Background: an optimization exercise with open tools, aiming at small area. Do not read the settings as production practice.
In this exercise RTL edits were held to simulation tests only and were not proved equivalent to the original.
No activity file was given, so power comes from the tool's default toggle rates.

## ccsds_rx
module ccsds_rx (
    input  wire        clk,
    input  wire        rst,             
    input  wire        in_valid,
    input  wire [7:0]  in_byte,
    input  wire        in_kind,         
    input  wire [8:0]  in_blen,         
    output reg         out_valid,
    output reg  [7:0]  out_byte,
    output reg         out_vc,          
    output reg         done,
    output wire [1:0]  status,          
    output wire        frame_kind,
    output wire [8:0]  frame_len,
    output wire [7:0]  data_len,
    output wire [15:0] ecf,
    output wire        bp_type,
    output wire [6:0]  bp_apid,
    output wire        bp_ecf_flag,
    output wire [3:0]  tf_tfvn,
    output wire [15:0] tf_scid,
    output wire        tf_sdid,
    output wire [5:0]  tf_vcid,
    output wire [3:0]  tf_mapid,
    output wire        tf_end_flag,
    output wire        tf_bypass,
    output wire        tf_command,
    output wire        tf_ocf,
    output wire [2:0]  tf_vc_length,
    output wire [2:0]  tf_constr_rule,
    output wire [4:0]  tf_protocol_id
);
    reg         in_frame;
    reg         kind;
    reg  [8:0]  q;              
    reg  [8:0]  flen;           
    reg  [8:0]  blen;           
    reg         lenerr;
    reg         miss;           
    reg  [1:0]  ph;             
    reg  [15:0] crc;
    reg  [7:0]  h0, h1, h2, h3; 
    reg  [5:0]  h6;             
    reg  [7:0]  hdf;            
    localparam [1:0] PH_BODY = 2'd0, PH_T2 = 2'd1, PH_AFTER = 2'd2;
    wire acc  = in_valid && in_frame;
    wire p0   = (q == 9'd1);
    wire p1   = (q == 9'd2);
    wire p3   = (q == 9'd4);
    wire p4   = (q == 9'd5);
    wire p5   = (q == 9'd6);
    wire p6   = (q == 9'd7);
    wire early = (q[8:2] == 7'd0) && q[1:0] != 2'd3;    
    wire trunc = h3[0];                       
    wire bp_e  = h3[7];                       
    wire [2:0] v = h6[2:0];
    wire [8:0]  qi   = q + 9'd1;
    wire        t1   = (qi == flen) && !early && ph == PH_BODY;    
    wire        t2   = (ph == PH_T2);                               
    wire        le   = kind && trunc;
    wire        sel_lo = le ? t1 : t2;
    wire [7:0]  d    = (sel_lo ? crc[7:0] : crc[15:8]) ^ in_byte;
    wire [7:0]  t    = {d[7:4], d[3:0] ^ d[7:4]};
    wire [15:0] crc_next = {crc[7:0], 8'h00} ^ {t[3:0], 12'h000} ^ {3'b000, t, 5'b00000} ^ {8'h00, t};
  ...
Settings: LEC_CHECK=0, CAP_MARGIN=20, CORE_MARGIN=2, CORE_UTILIZATION=40, SLEW_MARGIN=20; clock period 6.0 ns.
standard.sh (not shown) runs the stock make flow with config.mk's settings and CLKGATE_MAP_FILE= SYNTH_SCRIPT=/design/flow/synth_recipe.tcl, a recipe that flattens the netlist after the stock synthesis.
==> flow/flow/run.sh <==
#!/bin/bash
# Standard layout with these changes: synthesis maps adders with the rest of the
# logic through an area-oriented ABC script (flow/abc.script); the port buffers
# are made of the smallest buffer cell; the clock tree uses clkbuf_8 and no
# dummy loads.
set -euo pipefail
W=$(pwd)
rm -rf "$W/scripts_abc"
cp -r "$FLOW_HOME/scripts" "$W/scripts_abc"
cp "$W/flow/abc.script" "$W/scripts_abc/abc_speed.script"
bash standard.sh SCRIPTS_DIR="$W/scripts_abc" ADDER_MAP_FILE= synth > synth.log 2>&1
bash standard.sh BUFFER_PORTS_ARGS="-buffer_cell sky130_fd_sc_hd__buf_1" \
    CTS_ARGS="-sink_clustering_enable -repair_clock_nets -buf_list sky130_fd_sc_hd__clkbuf_16 -sink_clustering_size 30 -dont_use_dummy_load" \
    finish > layout.log 2>&1
==> flow/flow/abc.script <==
strash
&get -n
&deepsyn -J 100
&dch -f
&nf -R 1000
&put
topo
Then changed:
--- a/flow/flow/run.sh
+++ b/flow/flow/run.sh
@@ -12,3 +12,3 @@
 bash standard.sh BUFFER_PORTS_ARGS="-buffer_cell sky130_fd_sc_hd__buf_1" \
-    CTS_ARGS="-sink_clustering_enable -repair_clock_nets -buf_list sky130_fd_sc_hd__clkbuf_16 -sink_clustering_size 30 -dont_use_dummy_load" \
+    CTS_ARGS="-sink_clustering_enable -repair_clock_nets -buf_list sky130_fd_sc_hd__clkbuf_8 -dont_use_dummy_load" \
     finish > layout.log 2>&1
Settings changed: CORE_UTILIZATION 40 to 60.
=>
- The new run completed with no timing, DRC or antenna violations
- die area went down by 32%
- non-clock buffer count is lower by 1
- synthesized cell count does not change
- hold slack stays flat
- worst setup slack improves by 21 ps
- global-route usage grows by 8.9 points
- routed wire length falls by 5.2%
Then changed:
--- a/flow/flow/run.sh
+++ b/flow/flow/run.sh
@@ -12,3 +12,3 @@
 bash standard.sh BUFFER_PORTS_ARGS="-buffer_cell sky130_fd_sc_hd__buf_1" \
-    CTS_ARGS="-sink_clustering_enable -repair_clock_nets -buf_list sky130_fd_sc_hd__clkbuf_8 -dont_use_dummy_load" \
+    CTS_ARGS="-sink_clustering_enable -repair_clock_nets -buf_list sky130_fd_sc_hd__clkbuf_8 -sink_clustering_size 40 -sink_clustering_max_diameter 300 -dont_use_dummy_load" \
     finish > layout.log 2>&1
Settings changed: CORE_UTILIZATION 60 to 40.
After rerunning: Utilization falls by 24 points; non-clock buffer count rises by 1; critical path depth falls by 2; hold slack hardly moves; cell count rises by a few percent.
Then changed:
--- a/flow/flow/run.sh
+++ b/flow/flow/run.sh
@@ -12,3 +12,3 @@
 bash standard.sh BUFFER_PORTS_ARGS="-buffer_cell sky130_fd_sc_hd__buf_1" \
-    CTS_ARGS="-sink_clustering_enable -repair_clock_nets -buf_list sky130_fd_sc_hd__clkbuf_8 -sink_clustering_size 40 -sink_clustering_max_diameter 300 -dont_use_dummy_load" \
+    CTS_ARGS="-sink_clustering_enable -repair_clock_nets -buf_list sky130_fd_sc_hd__clkbuf_16 -sink_clustering_size 60 -sink_clustering_max_diameter 300 -dont_use_dummy_load" \
     finish > layout.log 2>&1
After rerunning: Non-clock buffer count does not change; clock power went up by 42%; wire length is about the same; clock skew falls by 13 ps; sequential cell count stays the same; hold slack stays flat.
Then changed:
==> flow/flow/run.sh (replaced) <==
#!/bin/bash
# Standard layout with three changes: synthesis maps adders with the rest of the
# logic through an area-oriented ABC script (flow/abc.script), and the port
# buffers are made of the smallest buffer cell.
set -euo pipefail
W=$(pwd)
rm -rf "$W/scripts_abc"
cp -r "$FLOW_HOME/scripts" "$W/scripts_abc"
cp "$W/flow/abc.script" "$W/scripts_abc/abc_speed.script"
bash standard.sh SCRIPTS_DIR="$W/scripts_abc" ADDER_MAP_FILE= synth > synth.log 2>&1
bash standard.sh BUFFER_PORTS_ARGS="-buffer_cell sky130_fd_sc_hd__buf_1" finish > layout.log 2>&1
==> flow/flow/abc.script (replaced) <==
strash
&get -n
&deepsyn -T 30
&dch -f
&nf -R 1000
&put
topo
Settings changed: CTS_BUF_LIST set to sky130_fd_sc_hd__clkbuf_8.
Outcome: Utilization came out lower by 0.38 points; via count rose by 1.0%; first-iteration DRC count is higher by 33%; total power fell by 1.7%.

========
ccsds_rx again, from the RTL that the note above started with.
==> flow/design.v (excerpt) <==
module ccsds_rx (
    input  wire        clk,
    input  wire        rst,             
    input  wire        in_valid,
    input  wire [7:0]  in_byte,
    input  wire        in_kind,         
    input  wire [8:0]  in_blen,         
    output reg         out_valid,
    output reg  [7:0]  out_byte,
    output reg         out_vc,          
    output reg         done,
    output wire [1:0]  status,          
    output wire        frame_kind,
    output wire [8:0]  frame_len,
    output wire [7:0]  data_len,
    output wire [15:0] ecf,
    output wire        bp_type,
    output wire [6:0]  bp_apid,
    output wire        bp_ecf_flag,
    output wire [3:0]  tf_tfvn,
    output wire [15:0] tf_scid,
    output wire        tf_sdid,
    output wire [5:0]  tf_vcid,
    output wire [3:0]  tf_mapid,
    output wire        tf_end_flag,
    output wire        tf_bypass,
    output wire        tf_command,
    output wire        tf_ocf,
    output wire [2:0]  tf_vc_length,
    output wire [2:0]  tf_constr_rule,
    output wire [4:0]  tf_protocol_id
);
    reg         in_frame;
    reg         kind;
    reg  [8:0]  q;              
  ...
clock: 6.0 ns
lec_check: 0
cap_margin: 20
core_margin: 2
core_utilization: 40
slew_margin: 20
==> flow/flow/run.sh <==
#!/bin/bash
# Standard layout with these changes: synthesis maps adders with the rest of the
# logic through an area-oriented ABC script (flow/abc.script); the port buffers
# are made of the smallest buffer cell; the clock tree uses clkbuf_8 and no
# dummy loads.
set -euo pipefail
W=$(pwd)
rm -rf "$W/scripts_abc"
cp -r "$FLOW_HOME/scripts" "$W/scripts_abc"
cp "$W/flow/abc.script" "$W/scripts_abc/abc_speed.script"
bash standard.sh SCRIPTS_DIR="$W/scripts_abc" ADDER_MAP_FILE= synth > synth.log 2>&1
bash standard.sh BUFFER_PORTS_ARGS="-buffer_cell sky130_fd_sc_hd__buf_1" \
    CTS_ARGS="-sink_clustering_enable -repair_clock_nets -root_buf sky130_fd_sc_hd__clkbuf_8 -buf_list sky130_fd_sc_hd__clkbuf_4 -dont_use_dummy_load" \
    finish > layout.log 2>&1
==> flow/flow/abc.script <==
strash
&get -n
&deepsyn -J 100
&dch -f
&nf -R 1000
&put
topo
Rerun with:
--- a/flow/flow/run.sh
+++ b/flow/flow/run.sh
@@ -12,3 +12,3 @@
 bash standard.sh BUFFER_PORTS_ARGS="-buffer_cell sky130_fd_sc_hd__buf_1" \
-    CTS_ARGS="-sink_clustering_enable -repair_clock_nets -root_buf sky130_fd_sc_hd__clkbuf_8 -buf_list sky130_fd_sc_hd__clkbuf_4 -dont_use_dummy_load" \
+    CTS_ARGS="-sink_clustering_enable -repair_clock_nets -buf_list sky130_fd_sc_hd__clkbuf_8 -dont_use_dummy_load" \
     finish > layout.log 2>&1
=>
- first-iteration DRC count stays the same
- flip-flop and latch count does not change
- setup slack stays the same

========
Setup of MS:
The RTL this note starts from:
==> flow/design.v <==
module ccsds_rx (
    input  wire        clk,
    input  wire        rst,             
    input  wire        in_valid,
    input  wire [7:0]  in_byte,
    input  wire        in_kind,         
    input  wire [8:0]  in_blen,         
    output reg         out_valid,
    output reg  [7:0]  out_byte,
    output reg         out_vc,          
    output reg         done,
    output wire [1:0]  status,          
    output wire        frame_kind,
    output wire [8:0]  frame_len,
    output wire [7:0]  data_len,
    output wire [15:0] ecf,
    output wire        bp_type,
    output wire [6:0]  bp_apid,
    output wire        bp_ecf_flag,
    output wire [3:0]  tf_tfvn,
    output wire [15:0] tf_scid,
    output wire        tf_sdid,
    output wire [5:0]  tf_vcid,
    output wire [3:0]  tf_mapid,
    output wire        tf_end_flag,
    output wire        tf_bypass,
    output wire        tf_command,
    output wire        tf_ocf,
    output wire [2:0]  tf_vc_length,
    output wire [2:0]  tf_constr_rule,
    output wire [4:0]  tf_protocol_id
);
    reg  [1:0]  sync_cnt;       
    reg         in_frame;
    reg         kind;
    reg  [8:0]  q;              
    reg  [8:0]  flen;           
    reg  [8:0]  blen;           
    reg         lenerr;
    reg         miss;           
    reg  [1:0]  ph;             
    reg  [15:0] crc;
    reg  [7:0]  h0, h1, h2, h3; 
    reg  [5:0]  h6;             
    reg  [7:0]  hdf;            
    localparam [1:0] PH_BODY = 2'd0, PH_T2 = 2'd1, PH_AFTER = 2'd2;
    wire acc  = in_valid && in_frame;
    wire p0   = (q == 9'd1);
    wire p1   = (q == 9'd2);
    wire p3   = (q == 9'd4);
    wire p4   = (q == 9'd5);
    wire p5   = (q == 9'd6);
    wire p6   = (q == 9'd7);
    wire early = (q[8:2] == 7'd0) && q[1:0] != 2'd3;    
    wire trunc = h3[0];                       
    wire bp_e  = h3[7];                       
    wire [2:0] v = h6[2:0];
    wire [8:0]  qi   = q + 9'd1;
    wire        t1   = (qi == flen) && !early && ph == PH_BODY;    
    wire        t2   = (ph == PH_T2);                               
    wire        le   = kind && trunc;
    wire        sel_lo = le ? t1 : t2;
    wire [7:0]  d    = (sel_lo ? crc[7:0] : crc[15:8]) ^ in_byte;
    wire [7:0]  t    = {d[7:4], d[3:0] ^ d[7:4]};
    wire [15:0] crc_next = {crc[7:0], 8'h00} ^ {t[3:0], 12'h000} ^ {3'b000, t, 5'b00000} ^ {8'h00, t};
    wire [7:0] b = in_byte;
    wire [3:0] vq = 4'd8 + {1'b0, v};        
    reg last, lerr_now, pay, vc;
    always @(*) begin
        last = 1'b0; lerr_now = 1'b0; pay = 1'b0; vc = 1'b0;
        if (p0 ? !in_kind : !kind) begin
            if (p1) begin
                if (b[6:0] < {4'd0, b[7], !b[7], 1'b0} || b[6:0] == 7'd2)
                    last = 1'b1;
                if (b[6:0] < {4'd0, b[7], !b[7], 1'b0})
                    lerr_now = 1'b1;
            end
            if (t2) last = 1'b1;
            pay = !early && !(bp_e && (t1 || t2));
        end else begin
            if (p0 ? (in_blen == 9'd1) : (q == blen)) last = 1'b1;
            if (p0 && in_blen[8:2] == 7'd0) lerr_now = 1'b1;
            if (p3 && (blen[8:3] == 6'd0 && blen[2:0] != 3'd7)) lerr_now = 1'b1;
            if (p3 && b[0] && blen[8] && blen[7:0] != 8'd0) lerr_now = 1'b1;
            if (p4 && !trunc && b[7:1] != 7'd0) lerr_now = 1'b1;
            if (p5 && !trunc && flen[8] && b != 8'd0) lerr_now = 1'b1;
            if (p6 && !trunc && (flen < 9'd10 + {6'd0, b[2:0]} || flen > blen)) lerr_now = 1'b1;
            if (trunc) begin
                pay = (q[8:3] != 6'd0 || q[2:0] > 3'd5) && ph == PH_BODY && !t1;
            end else if (q[8:3] != 6'd0) begin
                vc  = q[8:4] == 5'd0 && q[3:0] < vq;
                pay = vc || ((q[8:4] != 5'd0 || q[3:0] > vq) && ph == PH_BODY && !t1);
            end
        end
    end
    wire hdr_sh = p0 || p1 || ((p0 ? in_kind : kind) && (q[8:2] == 7'd0 || p3));
    wire df_here = kind && (trunc ? p4 : (q[8:4] == 5'd0 && q[3:0] == vq && q[3]));
    always @(posedge clk) begin
        if (rst) begin
            sync_cnt  <= 2'd0;
            in_frame  <= 1'b0;
            out_valid <= 1'b0;
            done      <= 1'b0;
        end else begin
            out_valid <= acc && pay && !lenerr;
            done      <= acc && last;
            if (in_valid && !in_frame) begin
                if (b == 8'h1D && sync_cnt == 2'd3) begin
                    in_frame <= 1'b1;
                    sync_cnt <= 2'd0;
                end else if ((b == 8'hCF && sync_cnt == 2'd1) || (b == 8'hFC && sync_cnt == 2'd2))
                    sync_cnt <= sync_cnt + 2'd1;
                else if (b == 8'h1A)
                    sync_cnt <= 2'd1;
                else
                    sync_cnt <= 2'd0;
            end
            if (acc && last)
                in_frame <= 1'b0;
        end
        out_byte <= in_byte;
        out_vc   <= vc;
        if (!in_frame) begin
            q      <= 9'd1;
            lenerr <= 1'b0;
            miss   <= 1'b0;
            ph     <= PH_BODY;
            crc    <= 16'h0000;
        end else if (in_valid) begin
            q <= qi;
            if (p0) begin
                kind <= in_kind;
                blen <= in_blen;
                flen <= in_blen;
            end
            if (hdr_sh) begin
                h3 <= b; h2 <= h3; h1 <= h2; h0 <= h1;
            end
            if (p1 && !kind)
                flen <= {2'b00, b[6:0]};
            if (p4 && kind && !trunc)
                flen[8] <= b[0];
            if (p5 && kind && !trunc)
                flen[7:0] <= b;
            if (p6) h6 <= {b[7:6], b[3:0]};
            if (df_here) hdf <= b;
            if (lerr_now) lenerr <= 1'b1;
            if (ph == PH_BODY && !t1)
                crc <= crc_next;
            if ((t1 || t2) && d != 8'h00)
                miss <= 1'b1;
            if (t1 || (p1 && !kind && b[6:0] == 7'd3))
                ph <= PH_T2;
            if (t2)
                ph <= PH_AFTER;
        end
    end
    wire check = kind || bp_e;
    assign status     = {!lenerr && check && miss, lenerr};
    assign frame_kind = kind;
    assign frame_len  = flen;
    assign ecf        = crc;
    wire [7:0] dsub   = !kind ? {5'd0, bp_e, !bp_e, 1'b0} : trunc ? 8'd7 : 8'd10 + {5'd0, v};
    assign data_len   = flen[7:0] - dsub;
    assign bp_type        = h2[7];
    assign bp_apid        = h2[6:0];
    assign bp_ecf_flag    = h3[7];
    assign tf_tfvn        = h0[7:4];
    assign tf_scid        = {h0[3:0], h1, h2[7:4]};
    assign tf_sdid        = h2[3];
    assign tf_vcid        = {h2[2:0], h3[7:5]};
    assign tf_mapid       = h3[4:1];
    assign tf_end_flag    = h3[0];
    assign tf_bypass      = h6[5];
    assign tf_command     = h6[4];
    assign tf_ocf         = h6[3];
    assign tf_vc_length   = h6[2:0];
    assign tf_constr_rule = hdf[7:5];
    assign tf_protocol_id = hdf[4:0];
endmodule
==> flow/config.mk <==
export PLATFORM = sky130hd
export DESIGN_NAME = ccsds_rx
export DESIGN_NICKNAME = ccsds_rx
export VERILOG_FILES = /design/flow/design.v
export SDC_FILE = /design/flow/constraint.sdc
export NUM_CORES = 4
export LEC_CHECK = 0
export CAP_MARGIN = 20
export CORE_MARGIN = 2
export CORE_UTILIZATION = 40
export SLEW_MARGIN = 20
==> flow/constraint.sdc <==
create_clock -name core_clock -period 6.0 [get_ports {clk}]
set_input_delay 1.2000 -clock core_clock [delete_from_list [all_inputs] [get_ports {clk}]]
set_output_delay 1.2000 -clock core_clock [all_outputs]
set_load 0.01 [all_outputs]
run.sh (not shown) runs the stock make flow with config.mk's settings and CLKGATE_MAP_FILE= SYNTH_SCRIPT=/design/flow/synth_recipe.tcl, a recipe that flattens the netlist after the stock synthesis.
Stock flow here: none of the scripts above is used.
MS: flow completed, timing, DRC and antenna clean
Modified inputs, TR compared to MS
==> flow/flow/run.sh (new file) <==
#!/bin/bash
# Standard layout with three changes: synthesis maps adders with the rest of the
# logic through an area-oriented ABC script (flow/abc.script), and the port
# buffers are made of the smallest buffer cell.
set -euo pipefail
W=$(pwd)
rm -rf "$W/scripts_abc"
cp -r "$FLOW_HOME/scripts" "$W/scripts_abc"
cp "$W/flow/abc.script" "$W/scripts_abc/abc_speed.script"
bash standard.sh SCRIPTS_DIR="$W/scripts_abc" ADDER_MAP_FILE= synth > synth.log 2>&1
bash standard.sh BUFFER_PORTS_ARGS="-buffer_cell sky130_fd_sc_hd__buf_1" finish > layout.log 2>&1
==> flow/flow/abc.script (new file) <==
strash
dch
map -a
topo
==> flow/standard.sh (new file) <==
#!/bin/bash
# synth_recipe.tcl (not shown) runs the flow's synth.tcl, then flattens the netlist and writes it again
# the make line also repeats each setting of config.mk as NAME=value (left out here)
make -C /OpenROAD-flow-scripts/flow DESIGN_CONFIG=/design/flow/config.mk WORK_HOME=/design/flow/orfs CLKGATE_MAP_FILE= SYNTH_SCRIPT=/design/flow/synth_recipe.tcl "${@:-finish}"
removed: flow/run.sh
Results
- A most frequent standard cell in the layout excluding fill and tap cells of sky130_fd_sc_hd__buf_1 is what TR shows, while sky130_fd_sc_hd__clkdlybuf4s50_1 belongs to MS.
- On layout cell share with drive strength beyond 1, the lower figure sits with TR, not MS.
- Taking TR over MS, the routed wire length ratio works out to 0.76.
- Compared with MS, TR is the less power-hungry design.
- Compared with MS, TR shows a met2 layer wire length in the routed design that is 23% lower.
- The detailed route wirelength on metal3 of TR falls short of that of MS by 440 µm.
- TR vs. MS: synthesized cell count went down about 12%; sequential share of layout area shows an increase of 10 points; tapcell count dropped 20; area occupied by multi-input gates went down; cell count after placement now smaller.
- kind as the launch point of the critical path was reported by MS, and q[0] by TR.

## what the ideal ports hide
The flow's constraints put no driver on any port. The routed layouts listed below were extracted and timed again, unchanged, in two steps. Step 1: set_driving_cell puts a clkbuf_16 on clk and a buf_2 on each other input, an assumption about the parent block. Step 2 adds t to the input delays and takes it off the output delays; t is the mean of the earliest and latest rising clock arrival at the registers after step 1. Input paths then give back, and output paths get back, about the clock's delay inside the block. a / b / c = no drivers / after step 1 / after step 2; a / b = the first two.
run	t (ns)	setup WS [ns]	worst setup path at the end	clock arrival spread, ns	worst data-port slew with drivers (ns)
the first run of note 1	0.379	0.448 / 0.408 / 0.556	input to output	0.021 / 0.021	0.04
the second run of note 1	0.382	0.469 / 0.436 / 0.540	input to output	0.043 / 0.043	0.04
the third run of note 1	0.393	0.439 / 0.403 / 0.568	input to output	0.034 / 0.034	0.04
the fourth run of note 1	0.379	0.448 / 0.408 / 0.556	input to output	0.021 / 0.021	0.04
the fifth run of note 1	0.423	0.570 / 0.535 / 0.735	input to output	0.012 / 0.012	0.03
the first run of note 2	0.393	0.439 / 0.403 / 0.568	input to output	0.034 / 0.034	0.04
the second run of note 2	0.393	0.439 / 0.403 / 0.568	input to output	0.034 / 0.034	0.04
MS	0.394	1.050 / 1.011 / 1.405	register to output	0.012 / 0.012	0.04
TR	0.381	0.872 / 0.872 / 0.872	register to register	0.009 / 0.010	0.04
After both steps setup and hold are still met in every run listed.
